Background: an optimization exercise with open tools, aiming at small area, a short achievable clock period and few clock cycles. Do not read the settings as production practice. The RTL was checked by simulation tests, not by an equivalence proof against the original design. Power is estimated from default activity; no workload was simulated.

[design/flow/config.mk]
export PLATFORM = sky130hd
export DESIGN_NAME = can_codec
export DESIGN_NICKNAME = can_codec
export VERILOG_FILES = /design/flow/design.v
export SDC_FILE = /design/flow/constraint.sdc
export NUM_CORES = 4
export LEC_CHECK = 0
export CAP_MARGIN = 20
export CORE_MARGIN = 2
export CORE_UTILIZATION = 40
export SLEW_MARGIN = 20
[design/flow/constraint.sdc]
create_clock -name core_clock -period 14.0 [get_ports {clk}]
set_input_delay 2.8000 -clock core_clock [delete_from_list [all_inputs] [get_ports {clk}]]
set_output_delay 2.8000 -clock core_clock [all_outputs]
set_load 0.01 [all_outputs]
[design/flow/run.sh]
#!/bin/bash
# synth_recipe.tcl (not shown) runs the flow's synth.tcl, then flattens the netlist and writes it again
# the make line also repeats each setting of config.mk as NAME=value (left out here)
make -C /OpenROAD-flow-scripts/flow DESIGN_CONFIG=/design/flow/config.mk WORK_HOME=/design/flow/orfs CLKGATE_MAP_FILE= SYNTH_SCRIPT=/design/flow/synth_recipe.tcl finish
[design/flow/design.v]
module can_codec (
    input  wire        clk,
    input  wire        rst,           
    input  wire        cmd_valid,
    input  wire [63:0] cmd_word,
    output wire        cmd_ready,
    input  wire        rx_load,
    input  wire [31:0] rx_id,
    input  wire [7:0]  rx_len,
    input  wire [63:0] rx_data,       
    output wire [7:0]  proto,
    output reg         txv,
    output reg  [31:0] txf_id,
    output reg  [7:0]  txf_len,
    output reg  [63:0] txf_data,
    output reg  [31:0] rxf_id,
    output reg  [7:0]  rxf_len,
    output reg  [63:0] rxf_data,
    output reg  [7:0]  meas_addr,
    output reg  [31:0] meas_v,
    output reg  [31:0] meas_i,
    output reg  [31:0] meas_t,
    output reg  [31:0] meas_s,
    output reg  [31:0] meas_c,
    output reg  [7:0]  meas_p,
    output reg  [7:0]  status
);
    localparam [7:0] OP_SELECT = 8'h01, OP_REQV = 8'h02, OP_REQI = 8'h03,
                     OP_REQT = 8'h04, OP_REQF = 8'h05, OP_REQC = 8'h06,
                     OP_SETV = 8'h07, OP_SETI = 8'h08, OP_MODELOW = 8'h09,
                     OP_MODEHIGH = 8'h0A, OP_MODEAUTO = 8'h0B,
                     OP_ENABLE = 8'h0C, OP_DISABLE = 8'h0D, OP_PARSE = 8'h0E;
    localparam [7:0] ST_IDLE = 8'h00, ST_FRAME = 8'h01, ST_UNSUPPORTED = 8'h02,
                     ST_SELECT_OK = 8'h03, ST_SELECT_REJ = 8'h04, ST_OK = 8'h05,
                     ST_UNKNOWN = 8'h06, ST_INVALID = 8'h07, ST_ILLEGAL = 8'h08;
    localparam PROTO_INIT = 1'b0;     
    localparam [31:0] MASK_A = 32'h9FE0_0000, MASK_B = 32'h9FFC_0000;
    localparam [31:0] EXP_A  = 32'h8240_0000, EXP_B  = 32'h8180_0000;
    localparam [31:0] IDRD_A = 32'h8240_0000, IDRD_B = 32'h8180_0000;
    localparam [31:0] IDCT_A = 32'h8240_2000, IDCT_B = 32'h8180_0400;
    localparam [31:0] AF_A   = 32'h001F_C000, AF_B   = 32'h0003_F800;
    localparam [7:0]  PREAMBLE_A = 8'h12, MARK0_B = 8'hA5, MARK1_B = 8'h5A;
    localparam [7:0]  CA_VOLT = 8'h62, CA_CURR = 8'h30, CA_TEMP = 8'h31,
                      CA_FLAGS = 8'h32, CA_CAP = 8'h33, CA_SETV = 8'h40,
                      CA_SETI = 8'h41, CA_MODE = 8'h42, CA_POWER = 8'h43;
    localparam [15:0] CB_VOLT = 16'h0101, CB_CURR = 16'h0102, CB_TEMP = 16'h0103,
                      CB_FLAGS = 16'h0104, CB_CAP = 16'h0105, CB_SETV = 16'h0201,
                      CB_SETI = 16'h0202, CB_MODE = 16'h0203, CB_POWER = 16'h0204;
    localparam [15:0] MODE_LOW = 16'h0001, MODE_HIGH = 16'h0002, MODE_AUTO = 16'h0000;
    localparam [7:0]  PWRA_ON = 8'h01, PWRA_OFF = 8'h00, PWRB_ON = 8'h55, PWRB_OFF = 8'hAA;
    localparam [2:0] F_NONE = 3'd0, F_VOLT = 3'd1, F_CURR = 3'd2, F_TEMP = 3'd3,
                     F_FLAGS = 3'd4, F_CAP = 3'd5;
    reg        proto_b;               
    reg        busy;                  
    reg [6:0]  div_cnt;               
    reg [67:0] div_num;               
    reg [10:0] div_rem;               
    reg [9:0]  div_d;                 
    reg [2:0]  div_field;             
    reg        div_neg;               
    reg        div_zero;              
    reg [6:0]  div_addr;              
    assign proto     = {7'd0, proto_b};
    assign cmd_ready = ~busy;
    wire       accept = cmd_valid & cmd_ready;
    wire [7:0] op     = cmd_word[7:0];
    wire [6:0] a7     = cmd_word[14:8];
    wire [7:0] tag    = cmd_word[23:16];
    wire [31:0] value = cmd_word[63:32];
    wire is_req  = (op >= OP_REQV) && (op <= OP_REQC);
    wire [31:0] tmpl = proto_b ? (is_req ? IDRD_B : IDCT_B) : (is_req ? IDRD_A : IDCT_A);
    wire [31:0] enc_id = proto_b ? ((tmpl & ~AF_B) | ({25'd0, a7} << 11))
                                 : ((tmpl & ~AF_A) | ({25'd0, a7} << 14));
    reg [15:0] enc_code;
    always @(*) begin
        case (op)
            OP_REQV:  enc_code = proto_b ? CB_VOLT  : {8'd0, CA_VOLT};
            OP_REQI:  enc_code = proto_b ? CB_CURR  : {8'd0, CA_CURR};
            OP_REQT:  enc_code = proto_b ? CB_TEMP  : {8'd0, CA_TEMP};
            OP_REQF:  enc_code = proto_b ? CB_FLAGS : {8'd0, CA_FLAGS};
            OP_REQC:  enc_code = proto_b ? CB_CAP   : {8'd0, CA_CAP};
            OP_SETV:  enc_code = proto_b ? CB_SETV  : {8'd0, CA_SETV};
            OP_SETI:  enc_code = proto_b ? CB_SETI  : {8'd0, CA_SETI};
            OP_MODELOW, OP_MODEHIGH, OP_MODEAUTO:
                      enc_code = proto_b ? CB_MODE  : {8'd0, CA_MODE};
            default:  enc_code = proto_b ? CB_POWER : {8'd0, CA_POWER};
        endcase
    end
    wire [31:0] enc_hdr = proto_b ? {MARK0_B, MARK1_B, enc_code}
                                  : {PREAMBLE_A, enc_code[7:0], 16'h0000};
    wire [9:0]  mul_m  = (op == OP_SETV && !proto_b) ? 10'd1000 : 10'd100;
    wire        v_sign = value[31];
    wire [7:0]  v_exp  = value[30:23];
    wire [23:0] v_mant = {1'b1, value[22:0]};
    wire [33:0] prod   = v_mant * mul_m;
    reg [2:0] prod_shift;             
    always @(*) begin
        if (prod[33])      prod_shift = 3'd0;
        else if (prod[32]) prod_shift = 3'd1;
        else if (prod[31]) prod_shift = 3'd2;
        else if (prod[30]) prod_shift = 3'd3;
        else               prod_shift = 3'd4;
    end
    wire [33:0] prod_n   = prod << prod_shift;
    wire [23:0] pm       = prod_n[33:10];
    wire        pg       = prod_n[9];
    wire        ps       = |prod_n[8:0];
    wire [24:0] pm_r     = {1'b0, pm} + {24'd0, pg & (ps | pm[0])};
    wire signed [10:0] sc_sh = $signed({3'd0, v_exp}) - 11'sd140 - $signed({8'd0, prod_shift});
    reg  [31:0] set_body;
    reg  [55:0] sc_wide;
    always @(*) begin
        sc_wide  = 56'd0;
        set_body = 32'd0;
        if (v_exp == 8'hFF || v_exp == 8'h00 || v_sign) begin
            set_body = 32'd0;               
        end else if (sc_sh >= 0) begin
            if (sc_sh <= 11'sd7) begin
                sc_wide = {31'd0, pm_r} << sc_sh[2:0];
                set_body = (sc_wide[55:31] == 25'd0) ? sc_wide[31:0] : 32'd0;
            end else begin
                set_body = 32'd0;           
            end
        end else begin
            if (sc_sh >= -11'sd24) begin
                sc_wide = {31'd0, pm_r} >> (-sc_sh);
                set_body = sc_wide[31:0];
            end else begin
                set_body = 32'd0;
            end
        end
    end
    reg [31:0] enc_body;
    always @(*) begin
        case (op)
            OP_SETV, OP_SETI: enc_body = set_body;
            OP_MODELOW:       enc_body = {16'd0, MODE_LOW};
            OP_MODEHIGH:      enc_body = {16'd0, MODE_HIGH};
            OP_MODEAUTO:      enc_body = {16'd0, MODE_AUTO};
            OP_ENABLE:        enc_body = {24'd0, proto_b ? PWRB_ON  : PWRA_ON};
            OP_DISABLE:       enc_body = {24'd0, proto_b ? PWRB_OFF : PWRA_OFF};
            default:          enc_body = 32'd0;
        endcase
    end
    wire        dec_match = proto_b ? ((rxf_id & MASK_B) == EXP_B) : ((rxf_id & MASK_A) == EXP_A);
    wire        dec_valid = dec_match && (rxf_len == 8'd8);
    wire [6:0]  dec_addr  = proto_b ? rxf_id[17:11] : rxf_id[20:14];
    wire [15:0] dec_code  = proto_b ? rxf_data[47:32] : {8'd0, rxf_data[55:48]};
    wire [31:0] dec_raw   = rxf_data[31:0];
    reg [2:0] dec_field;
    always @(*) begin
        if (proto_b) begin
            case (dec_code)
                CB_VOLT:  dec_field = F_VOLT;
                CB_CURR:  dec_field = F_CURR;
                CB_TEMP:  dec_field = F_TEMP;
                CB_FLAGS: dec_field = F_FLAGS;
                CB_CAP:   dec_field = F_CAP;
                default:  dec_field = F_NONE;
            endcase
        end else begin
            case (dec_code[7:0])
                CA_VOLT:  dec_field = F_VOLT;
                CA_CURR:  dec_field = F_CURR;
                CA_TEMP:  dec_field = F_TEMP;
                CA_FLAGS: dec_field = F_FLAGS;
                CA_CAP:   dec_field = F_CAP;
                default:  dec_field = F_NONE;
            endcase
        end
    end
    wire [9:0] dec_div = !proto_b ? 10'd1000 :
                         (dec_field == F_TEMP || dec_field == F_CAP) ? 10'd10 : 10'd100;
    wire        raw_neg = (dec_field == F_TEMP) && dec_raw[31];
    wire [31:0] raw_mag = raw_neg ? (~dec_raw + 32'd1) : dec_raw;
    reg [6:0] q_pos;                  
    integer k;
    always @(*) begin
        q_pos = 7'd0;
        for (k = 0; k < 68; k = k + 1)
            if (div_num[k]) q_pos = k[6:0];
    end
    wire [67:0] q_norm  = div_num << (7'd67 - q_pos);
    wire [23:0] q_mant  = q_norm[67:44];
    wire        q_guard = q_norm[43];
    wire        q_stick = (|q_norm[42:0]) | (div_rem != 11'd0);
    wire [24:0] q_mr    = {1'b0, q_mant} + {24'd0, q_guard & (q_stick | q_mant[0])};
    wire [7:0]  q_exp   = q_pos + 8'd91 + {7'd0, q_mr[24]};
    wire [31:0] q_float = div_zero ? 32'd0 : {1'b0, q_exp, q_mr[24] ? 23'd0 : q_mr[22:0]};
    wire [31:0] q_int   = div_num[67:36];
    wire [31:0] q_temp  = div_neg ? (~q_int + 32'd1) : q_int;
    wire [10:0] div_t   = {div_rem[9:0], div_num[67]};
    wire        div_ge  = div_t >= {1'b0, div_d};
    wire [10:0] div_nr  = div_ge ? (div_t - {1'b0, div_d}) : div_t;
    always @(posedge clk) begin
        if (rst) begin
            proto_b   <= PROTO_INIT;
            busy      <= 1'b0;
            div_cnt   <= 7'd0;
            div_num   <= 68'd0;
            div_rem   <= 11'd0;
            div_d     <= 10'd0;
            div_field <= F_NONE;
            div_neg   <= 1'b0;
            div_zero  <= 1'b0;
            div_addr  <= 7'd0;
            txv       <= 1'b0;
            txf_id    <= 32'd0;
            txf_len   <= 8'd0;
            txf_data  <= 64'd0;
            rxf_id    <= 32'd0;
            rxf_len   <= 8'd0;
            rxf_data  <= 64'd0;
            meas_addr <= 8'd0;
            meas_v    <= 32'd0;
            meas_i    <= 32'd0;
            meas_t    <= 32'd0;
            meas_s    <= 32'd0;
            meas_c    <= 32'd0;
            meas_p    <= 8'd0;
            status    <= ST_IDLE;
        end else if (busy) begin
            div_num <= {div_num[66:0], div_ge};
            div_rem <= div_nr;
            div_cnt <= div_cnt - 7'd1;
            if (div_cnt == 7'd0) begin
                busy      <= 1'b0;
                div_num   <= div_num;
                div_rem   <= div_rem;
                meas_addr <= {1'b0, div_addr};
                meas_p    <= 8'h01 | (div_field == F_VOLT ? 8'h02 : 8'h00)
                                   | (div_field == F_CURR ? 8'h04 : 8'h00)
                                   | (div_field == F_TEMP ? 8'h08 : 8'h00)
                                   | (div_field == F_CAP  ? 8'h20 : 8'h00);
                meas_v    <= (div_field == F_VOLT) ? q_float : 32'd0;
                meas_i    <= (div_field == F_CURR) ? q_float : 32'd0;
                meas_c    <= (div_field == F_CAP)  ? q_float : 32'd0;
                meas_t    <= (div_field == F_TEMP) ? q_temp  : 32'd0;
                meas_s    <= 32'd0;
                status    <= ST_OK;
            end
        end else begin
            if (rx_load) begin
                rxf_id   <= rx_id;
                rxf_len  <= rx_len;
                rxf_data <= rx_data;
            end
            if (accept) begin
                case (op)
                    OP_SELECT: begin
                        if (tag == 8'h00 || tag == 8'h01) begin
                            proto_b <= tag[0];
                            status  <= ST_SELECT_OK;
                        end else begin
                            status  <= ST_SELECT_REJ;
                        end
                    end
                    OP_REQV, OP_REQI, OP_REQT, OP_REQF, OP_REQC,
                    OP_SETV, OP_SETI, OP_MODELOW, OP_MODEHIGH,
                    OP_ENABLE, OP_DISABLE: begin
                        txf_id   <= enc_id;
                        txf_len  <= 8'd8;
                        txf_data <= {enc_hdr, enc_body};
                        txv      <= 1'b1;
                        status   <= ST_FRAME;
                    end
                    OP_MODEAUTO: begin
                        if (proto_b) begin        
                            txf_id   <= enc_id;
                            txf_len  <= 8'd8;
                            txf_data <= {enc_hdr, enc_body};
                            txv      <= 1'b1;
                            status   <= ST_FRAME;
                        end else begin
                            txv      <= 1'b0;
                            status   <= ST_UNSUPPORTED;
                        end
                    end
                    OP_PARSE: begin
                        meas_addr <= 8'd0;
                        meas_v    <= 32'd0;
                        meas_i    <= 32'd0;
                        meas_t    <= 32'd0;
                        meas_s    <= 32'd0;
                        meas_c    <= 32'd0;
                        meas_p    <= 8'd0;
                        if (!dec_valid) begin
                            status <= ST_INVALID;
                        end else begin
                            if (!proto_b)                
                                rxf_data[47:32] <= 16'h0000;
                            case (dec_field)
                                F_NONE: status <= ST_UNKNOWN;
                                F_FLAGS: begin
                                    meas_addr <= {1'b0, dec_addr};
                                    meas_s    <= dec_raw;
                                    meas_p    <= 8'h11;
                                    status    <= ST_OK;
                                end
                                default: begin
                                    busy      <= 1'b1;
                                    div_cnt   <= 7'd68;
                                    div_num   <= {raw_mag, 36'd0};
                                    div_rem   <= 11'd0;
                                    div_d     <= dec_div;
                                    div_field <= dec_field;
                                    div_neg   <= raw_neg;
                                    div_zero  <= (dec_raw == 32'd0);
                                    div_addr  <= dec_addr;
                                end
                            endcase
                        end
                    end
                    default: status <= ST_ILLEGAL;
                endcase
            end
        end
    end
endmodule
==> run_results.csv <==
group,metric,value,unit
clock_tree,clock_latency,0.63,ns
sta,finalMaxSlewViolations,0,
hold_path,hold_path.class,"flip-flop to flip-flop",
logic_synthesis,synth_edf_count,0,
routing,drc,0,
placement,gp_congestion,1.00,
floorplanning,die-area,93600,um^2
floorplanning,die_h,306,um
placement,hpwl,107000,um
global_route,grt_usage,28.8,%
hold_path,hold_path_depth,2,
clock_tree,clk_pin_slew_worst_paths,0.06,ns
critical_path,end_kind,"flip-flop",
final_layout,postLayoutCoreUtil,49.0,%
final_layout,antenna_cells,0,
sta,fin_crit_sh,94.3,%
critical_path,cp_data_arrival_time,13.67,ns
routing,vias,37700,
logic_synthesis,ys_warn_count,1,
routing,drt_pass1_iterations,6,
sta,max_freq,75.7,MHz
global_route,grt_start_max_net_pins,142,
critical_path,crit_type,"input pin to flip-flop",
clock_tree,cts_buffers,49,
final_layout,nets,5541,
clock_tree,htree_levels,2,
global_route,grt_pass1_wl,215000,um
logic_synthesis,ys.flop_type,"dfxtp_1",
sta,rsz0062_at_grt,"false",
hold_path,worstHoldStart,"meas_i[21]",
pwr,power,0.00605,W
logic_synthesis,synthDistinctLibCells,106,
clock_tree,clock_path_buffers,3,
critical_path,cp_max_fo,25,
clock_tree,hold_buffers,0,
critical_path,r2r-end,"txf_data[6]",
floorplanning,io_pins,574,
logic_synthesis,avgSynthCellArea,7.54,um^2
final_layout,area_growth,21.0,%
pwr,power.density,137,nW/um^2
clock_tree,clock_sinks,443,
pwr,ir_worst_vdd,0.171,mV
sta,min_period,13.21,ns
critical_path,ff2ff_path_depth,31,
floorplanning,rows,110,
hold_path,hold_end,"meas_i[21]",
status,status,"finished clean",
floorplanning,start_util,40.5,%
run,maxCapViolations,0,
logic_synthesis,syn_inst,4840,
sta,hold_violations,0,
routing,routed_wl,141000,um
logic_synthesis,ys_seq_area_share,24.3,%
critical_path,cpPeakStageDelay,0.74,ns
critical_path,rr_startpoint,"proto_b",
routing,drtAntennaViolNets,0,
final_layout,drive_gt1_share,6.41,%
critical_path,crit_slowest_cell,"nor2_1",
routing,wl_per_cell,22.2,um
clock_tree,cts_resized,0,
logic_synthesis,async_reset_ff_share,0,%
sta,tightest_slew,1.14,ns
global_route,antenna_found_initial,7,
sta,maxSlewHeadroom,23.4,%
critical_path,r2r_setup_slack,3.33,ns
clock_tree,cts_tree,"built",
global_route,grt_pass1_vias,34800,
routing,via_per_inst,5.94,
pwr,p_leak,16.7,nW
final_layout,nFillCells,9074,
floorplanning,core_area,90100,um^2
critical_path,required,14.47,ns
clock_tree,post_cts_buffers,0,
critical_path,critical_path.most_common_cell,"fa_1",
sta,fin_skew,0.0393,ns
logic_synthesis,synth.cell_area,36500,um^2
critical_path,cp-start-kind,"input pin",
clock_tree,cts_root_buf,"clkbuf_16",
global_route,gr-total-overflow,0,
logic_synthesis,synth_seq_cells,443,
floorplanning,fp.dieW,306,um
placement,numPortBuffers,512,
sta,fin_setup_tns,0,ns
routing,drt_iter0_markers,4160,
sta,finalSetupViolations,0,
[area by class of cell]
| class | instances | area, um^2 | share of cell area, % |
|---|---|---|---|
| clock buffers | 69 | 1370 | 3.11 |
| clock inverters | 22 | 377 | 0.853 |
| inverters | 229 | 862 | 1.95 |
| multi-input cells | 3805 | 25200 | 57.2 |
| flip-flops and latches | 443 | 8870 | 20.1 |
| well taps | 1176 | 1470 | 3.33 |
| repair buffers | 612 | 5930 | 13.4 |
[Yosys cell counts, types with 18 or more instances]
cell | instances | area (um^2)
nor4_1 | 60 | 375
dfxtp_1 | 443 | 8870
or2_2 | 21 | 131
mux4_2 | 19 | 428
xnor2_1 | 94 | 823
o41ai_1 | 19 | 166
and3_1 | 39 | 244
a21oi_1 | 373 | 1870
or3_1 | 36 | 225
o21a_1 | 21 | 158
o31ai_1 | 47 | 353
nand3_1 | 178 | 891
mux2_2 | 40 | 450
xor2_1 | 64 | 561
inv_1 | 224 | 841
nor3_1 | 114 | 571
nor2_1 | 558 | 2090
nand2b_1 | 58 | 363
a21o_1 | 43 | 323
a211oi_1 | 76 | 571
o22ai_1 | 38 | 238
o211ai_1 | 56 | 420
nand2_1 | 539 | 2020
buf_4 | 63 | 473
buf_1 | 33 | 124
mux2i_1 | 165 | 1650
fa_1 | 109 | 2180
nand4_1 | 36 | 225
a221oi_1 | 21 | 184
or4_1 | 18 | 135
ha_1 | 120 | 1500
o21ai_0 | 173 | 866
buf_2 | 25 | 125
clkbuf_1 | 314 | 1180
a22oi_1 | 179 | 1340
and2_1 | 66 | 413
a31oi_1 | 45 | 282
[worst max-delay path, delay by kind of cell]
kind / cells / cell delay, ns
xor gates and xnor gates: 1 / 0.19
muxes: 2 / 0.76
adders and majority gates: 6 / 2.47
buffers and inverters: 6 / 1.03
AOI/OAI and AO/OA: 6 / 2.09
and+or+nand+nor: 11 / 4.29
[routing by layer]
metal	vias up	GRT usage [%]	wire (um)
li1	17900	-	-
met1	18300	39.5	61600
met2	1391	46.6	65100
met3	187	5.46	10900
met4	14	6.76	3330
met5	-	0	83
[cells in the final DEF, fill, tap and decap left out, drive strengths merged, types with 37 or more instances in the layout]
cell type and n:
nor2 560, nand2 540, clkdlybuf4s50 511, dfxtp 443
a21oi 375, inv 232, o21ai 184, a22oi 179
nand3 178, mux2i 165, ha 120, nor3 119
fa 109, buf 101, xnor2 94, a211oi 78
conb 75, and2 69, clkbuf 69, xor2 64
nor4 64, nand2b 58, o211ai 57, o31ai 48
a31oi 46, a21o 43, mux2 41, and3 39
o22ai 39, or3 37
[state kept, by name, summed over array words and instances, names as in the netlist, 6 cells and up]
| signal | flops |
|---|---|
| meas_p | 6 |
| meas_i | 31 |
| meas_t | 32 |
| meas_s | 32 |
| txf_id | 11 |
| rxf_data | 64 |
| div_addr | 7 |
| rxf_len | 8 |
| rxf_id | 32 |
| txf_data | 47 |
| meas_v | 31 |
| meas_c | 31 |
| div_cnt | 7 |
| div_rem | 11 |
| meas_addr | 7 |
| div_num | 68 |
[worst max-delay path by stage]
stage | slack [ns] | cells after the start | start | end
floorplan | 1.28 | 41 | cmd_word[4] | txf_data[2]
global placement | 0.32 | 32 | cmd_word[4] | txf_data[14]
detailed placement | 0.32 | 32 | cmd_word[4] | txf_data[6]
CTS | 0.91 | 32 | cmd_word[4] | txf_data[6]
global route | 0.07 | 32 | cmd_word[4] | txf_data[6]
finish | 0.79 | 32 | cmd_word[4] | txf_data[6]
[metrics by stage]
stage	instances	setup slack [ns]	hold WS, ns	cell area (um^2)
final	6356	0.795	0.452	44100
after global routing	6356	0.0693	0.471	44100
after CTS	6355	0.910	0.454	44100
after detailed placement	6264	0.319	0.445	42300
after global placement	6264	0.324	0.437	42300
after floorplan	4913	1.28	0.440	36800
[cells by family (layout without fill, tap and decap cells)]
kind of cell | Yosys count | after routing | synth area share, %
compound gates | 1320 | 1320 | 24.3
xor+xnor | 159 | 159 | 3.86
fa+ha+maj | 229 | 229 | 10.1
buf+inv | 665 | 932 | 7.59
flops | 443 | 443 | 24.3
mux | 225 | 225 | 6.98
other cells | 2 | 75 | 0.0206
simple gates | 1797 | 1797 | 22.9
[where the power goes]
group	switching, W	total (W)	leakage [nW]	internal (W)
registers	0.0000235	0.00130	3.59	0.00128
logic	0.00214	0.00331	12.2	0.00117
clock network	0.000584	0.00144	0.861	0.000855
total	0.00275	0.00605	16.7	0.00330
Testbench counts, summed over its fixed seeds: cycles 161,961.

==> separate check: timing with driven ports <==
The results above use ideal ports. As a check the final layout listed here was re-extracted and re-timed, cells and wires unchanged. Step 1 (the two cells are an assumption about what drives the block):
set clk [get_ports {clk}]
set_driving_cell -lib_cell sky130_fd_sc_hd__clkbuf_16 $clk
set_driving_cell -lib_cell sky130_fd_sc_hd__buf_2 [delete_from_list [all_inputs] $clk]
Step 2, shift: input delay + t, output delay - t, t = (earliest + latest rising clock arrival at the registers) / 2. This alone moves slack from input paths to output paths. Three values: no drivers, after step 1, after step 2; two values: the first two.
shift t [ns]: 0.680
setup slack, ns: 0.795 / 0.840 / 0.159
worst setup path after step 2: input to register
clock arrival spread, ns: 0.039 / 0.039
worst register clock-pin slew, ns: 0.08 / 0.08
After both steps setup and hold are still met in this run. For this run, drivers alone change the setup slack by +0.045 ns; drivers and shift together by -0.636 ns.
